This is an optimization exercise on Yosys and OpenROAD, whose aim is small area, a short achievable clock period and few clock cycles, not a production implementation.
In this exercise RTL edits were held to simulation tests only and were not proved equivalent to the original.

==> flow/design.v (excerpt) <==
module mnt_fxu (
    input  wire        clk,
    input  wire        rst,       
    input  wire        req,
    input  wire        we,
    input  wire [5:0]  addr,      
    input  wire [31:0] wdata,
    output wire        ready,
    output reg  [31:0] rdata
);
Size: ~7300 cells after synthesis, about 650 flip-flops, ~75 I/O pins, roughly 57000 um2 of cells after synthesis.
clock: 14.0 ns
lec_check: 0
abc_area: 1
cap_margin: 20
core_margin: 2
core_utilization: 40
cts_buf_list: sky130_fd_sc_hd__clkbuf_4 sky130_fd_sc_hd__clkbuf_8
slew_margin: 20
standard.sh (not shown) runs the stock make flow with config.mk's settings and CLKGATE_MAP_FILE= SYNTH_SCRIPT=/design/flow/synth_recipe.tcl, a recipe that flattens the netlist after the stock synthesis.
==> flow/flow/run.sh <==
#!/bin/bash
set -euo pipefail
bash standard.sh SETUP_SLACK_MARGIN=6.5 finish > standard.log 2>&1
The baseline ran to the end with no violations.
Testbench counts at the start, summed over its fixed seeds: cycles 35,295.
Change:
==> flow/flow/run.sh (replaced) <==
#!/bin/bash
set -euo pipefail
bash standard.sh SETUP_SLACK_MARGIN=6 finish > standard.log 2>&1
--- a/flow/config.mk
+++ b/flow/config.mk
@@ -10,4 +10,3 @@
 export CORE_MARGIN = 2
 export CORE_UTILIZATION = 40
-export CTS_BUF_LIST = sky130_fd_sc_hd__clkbuf_4 sky130_fd_sc_hd__clkbuf_8
 export SLEW_MARGIN = 20
After rerunning: Non-clock buffer count drops by 189; routed wire length decreases by a few percent; first-iteration DRC count came out lower by roughly a tenth; synthesized area stays the same.
Change:
--- a/flow/config.mk
+++ b/flow/config.mk
@@ -6,7 +6,6 @@
 export NUM_CORES = 4
 export LEC_CHECK = 0
-export ABC_AREA = 1
 export CAP_MARGIN = 20
 export CORE_MARGIN = 2
-export CORE_UTILIZATION = 40
+export CORE_UTILIZATION = 55
 export SLEW_MARGIN = 20
Area after synthesis went up by 1.8%.
First-iteration DRC count is higher by 9.5%.
Global-route usage is higher by 10 points.
Sequential share of layout area stays flat.
Design area is about the same.
Count of clock-buffer cells in the layout is lower by 13.
Change:
--- a/flow/config.mk
+++ b/flow/config.mk
@@ -6,6 +6,9 @@
 export NUM_CORES = 4
 export LEC_CHECK = 0
+export ABC_AREA = 1
 export CAP_MARGIN = 20
 export CORE_MARGIN = 2
-export CORE_UTILIZATION = 55
+export CORE_UTILIZATION = 40
+export CTS_BUF_LIST = sky130_fd_sc_hd__clkbuf_4 sky130_fd_sc_hd__clkbuf_8
+export CTS_CLUSTER_SIZE = 30
 export SLEW_MARGIN = 20
What happened:
- The changed run ran to the end with no violations
- final area falls by 0.64%
- global-route usage drops by 10 points
- critical path depth falls by 8
- die area climbs by 35%
- setup slack improves by 0.049 ns
- utilization went down by 17 points
- final cell count went up by 33%
Change:
--- a/flow/config.mk
+++ b/flow/config.mk
@@ -9,6 +9,5 @@
 export CAP_MARGIN = 20
 export CORE_MARGIN = 2
-export CORE_UTILIZATION = 40
+export CORE_UTILIZATION = 55
 export CTS_BUF_LIST = sky130_fd_sc_hd__clkbuf_4 sky130_fd_sc_hd__clkbuf_8
-export CTS_CLUSTER_SIZE = 30
 export SLEW_MARGIN = 20
Outcome: Die area falls by 27%. Wire length decreases by 3.7%. Register-to-register slack gets worse by 0.20 ns. Cell area decreases by 1.2%. Final cell count goes down by 5.6%.
Change:
==> flow/config.mk (replaced) <==
export PLATFORM = sky130hd
export DESIGN_NAME = mnt_fxu
export DESIGN_NICKNAME = mnt_fxu
export VERILOG_FILES = /design/flow/design.v
export SDC_FILE = /design/flow/constraint.sdc
export NUM_CORES = 4
export LEC_CHECK = 0
export CAP_MARGIN = 20
export CORE_MARGIN = 2
export CORE_UTILIZATION = 40
export SLEW_MARGIN = 20
Effect: Wire length grows by 2.0%; flip-flop and latch count does not change; synthesized cell count shrinks by 25%.


Starting RTL as in the previous note.
clock: 14.0 ns
lec_check: 0
abc_area: 1
cap_margin: 20
core_margin: 2
core_utilization: 40
cts_buf_list: sky130_fd_sc_hd__clkbuf_4 sky130_fd_sc_hd__clkbuf_8
slew_margin: 20
tns_end_percent: 30
==> flow/flow/run.sh <==
#!/bin/bash
set -euo pipefail
bash standard.sh SETUP_SLACK_MARGIN=6 finish > standard.log 2>&1
Testbench counts at the start, summed over its fixed seeds: cycles 35,295.
Edit:
==> flow/flow/run.sh (replaced) <==
#!/bin/bash
set -euo pipefail
bash standard.sh SETUP_SLACK_MARGIN=5.5 finish > standard.log 2>&1
TNS_END_PERCENT = not set   (was 30)
Result: The changed run ran to the end with no violations. Fmax fell by a few percent. Synthesized area does not change. Final cell count fell slightly. Wire length fell by a few percent. Setup slack degrades by 0.32 ns. Core utilization fell by 1.4 points. Die area does not change. Clock-buffer cell count does not change.
Edit:
==> flow/flow/run.sh (replaced) <==
#!/bin/bash
set -euo pipefail
bash standard.sh SETUP_SLACK_MARGIN=6 finish > standard.log 2>&1
Flip-flop and latch count does not change.
Routed wire length goes up by about 3%.
Global-route usage goes up by 0.87 points.
Non-clock buffer count goes up by 98.
Final area goes up by about 3.5%.
Clock skew is about the same.
First-iteration DRC count goes up by about 1.3%.


Another version of the RTL of mnt_fxu (not shown whole).
For scale: ~5600 cells after synthesis, ~650 flip-flops, ~59000 um2 of cells after synthesis.
Settings: LEC_CHECK=0, CAP_MARGIN=20, CORE_MARGIN=2, CORE_UTILIZATION=40, SLEW_MARGIN=20; clock period 14.0 ns.
==> flow/flow/run.sh <==
#!/bin/bash
set -euo pipefail
bash standard.sh SETUP_SLACK_MARGIN=7 finish > standard.log 2>&1
The first run completed without violations.
Testbench counts at the start, summed over its fixed seeds: cycles 35,932.
Change:
==> flow/flow/run.sh (replaced) <==
#!/bin/bash
set -euo pipefail
bash standard.sh SETUP_SLACK_MARGIN=6 finish > standard.log 2>&1
What happened: The new run went through all stages and came out clean; routed wire length goes down by 1.6%; core utilization came out lower by 2.7 points; sequential cell count does not change; die area does not change; clock skew hardly moves.
Change:
==> flow/run.sh (new file) <==
#!/bin/bash
# synth_recipe.tcl (not shown) runs the flow's synth.tcl, then flattens the netlist and writes it again
# the make line also repeats each setting of config.mk as NAME=value (left out here)
make -C /OpenROAD-flow-scripts/flow DESIGN_CONFIG=/design/flow/config.mk WORK_HOME=/design/flow/orfs CLKGATE_MAP_FILE= SYNTH_SCRIPT=/design/flow/synth_recipe.tcl finish
Settings changed: SETUP_SLACK_MARGIN set to 5.
removed: flow/flow/run.sh
removed: flow/standard.sh
The changed run passed the timing, DRC and antenna checks.
Worst setup slack loses 0.87 ns.
Area after synthesis stays the same.
Worst hold slack loses 0.0081 ns.
Synthesized cell count stays the same.
Sequential share of layout area came out higher by 2.1 points.
Routed wire length came out lower by about 10%.
Final area came out lower by 7.1%.
Die area stays the same.
Non-clock buffer count came out lower by 256.
Maximum frequency came out lower by 9.5%.

## what the ideal ports hide
No port has a modelled driver above. Below, the same layouts with a new extraction and two added sets of constraints.
Step 1 (the two cells are an assumption about what drives the block):
set clk [get_ports {clk}]
set_driving_cell -lib_cell sky130_fd_sc_hd__clkbuf_16 $clk
set_driving_cell -lib_cell sky130_fd_sc_hd__buf_2 [delete_from_list [all_inputs] $clk]
Step 2 also shifts input and output timing later by t, the mid clock arrival at the registers, as if the neighbouring blocks saw the same clock.
Three values: ideal, step 1, step 2; two values: the first two.
run	t, ns	setup WS [ns]	worst hold slack (ns)	latest minus earliest clock arrival (ns)	worst data-port slew with drivers (ns)
the first run of note 1	0.941	6.230 / 6.230 / 6.230	0.510 / 0.510 / 0.510	0.074 / 0.074	0.06
the second run of note 1	0.766	6.004 / 6.004 / 6.004	0.494 / 0.494 / 0.494	0.065 / 0.065	0.05
the third run of note 1	0.704	5.923 / 5.895 / 5.895	0.503 / 0.503 / 0.503	0.044 / 0.045	0.06
the fourth run of note 1	0.920	5.971 / 5.971 / 5.971	0.508 / 0.508 / 0.508	0.109 / 0.108	0.05
the fifth run of note 1	0.881	5.768 / 5.768 / 5.768	0.487 / 0.487 / 0.487	0.085 / 0.085	0.06
the sixth run of note 1	0.722	5.989 / 5.898 / 5.898	0.493 / 0.493 / 0.493	0.069 / 0.069	0.09
the first run of note 2	0.924	5.806 / 5.795 / 5.795	0.509 / 0.509 / 0.509	0.102 / 0.102	0.05
the second run of note 2	0.918	5.491 / 5.491 / 5.491	0.512 / 0.512 / 0.512	0.108 / 0.107	0.05
the third run of note 2	0.920	5.971 / 5.971 / 5.971	0.508 / 0.508 / 0.508	0.109 / 0.108	0.05
the first run of note 3	0.714	5.892 / 5.805 / 5.799	0.499 / 0.499 / 0.499	0.052 / 0.051	0.29
the second run of note 3	0.733	5.742 / 5.697 / 5.277	0.503 / 0.503 / 0.503	0.048 / 0.048	0.24
the third run of note 3	0.702	4.877 / 4.877 / 4.877	0.495 / 0.495 / 0.495	0.039 / 0.039	0.26
After both steps every run listed still meets setup and hold. The setup slack of the second run of note 3, which loses most, moves by -0.045 ns with the drivers and by -0.465 ns with both steps.
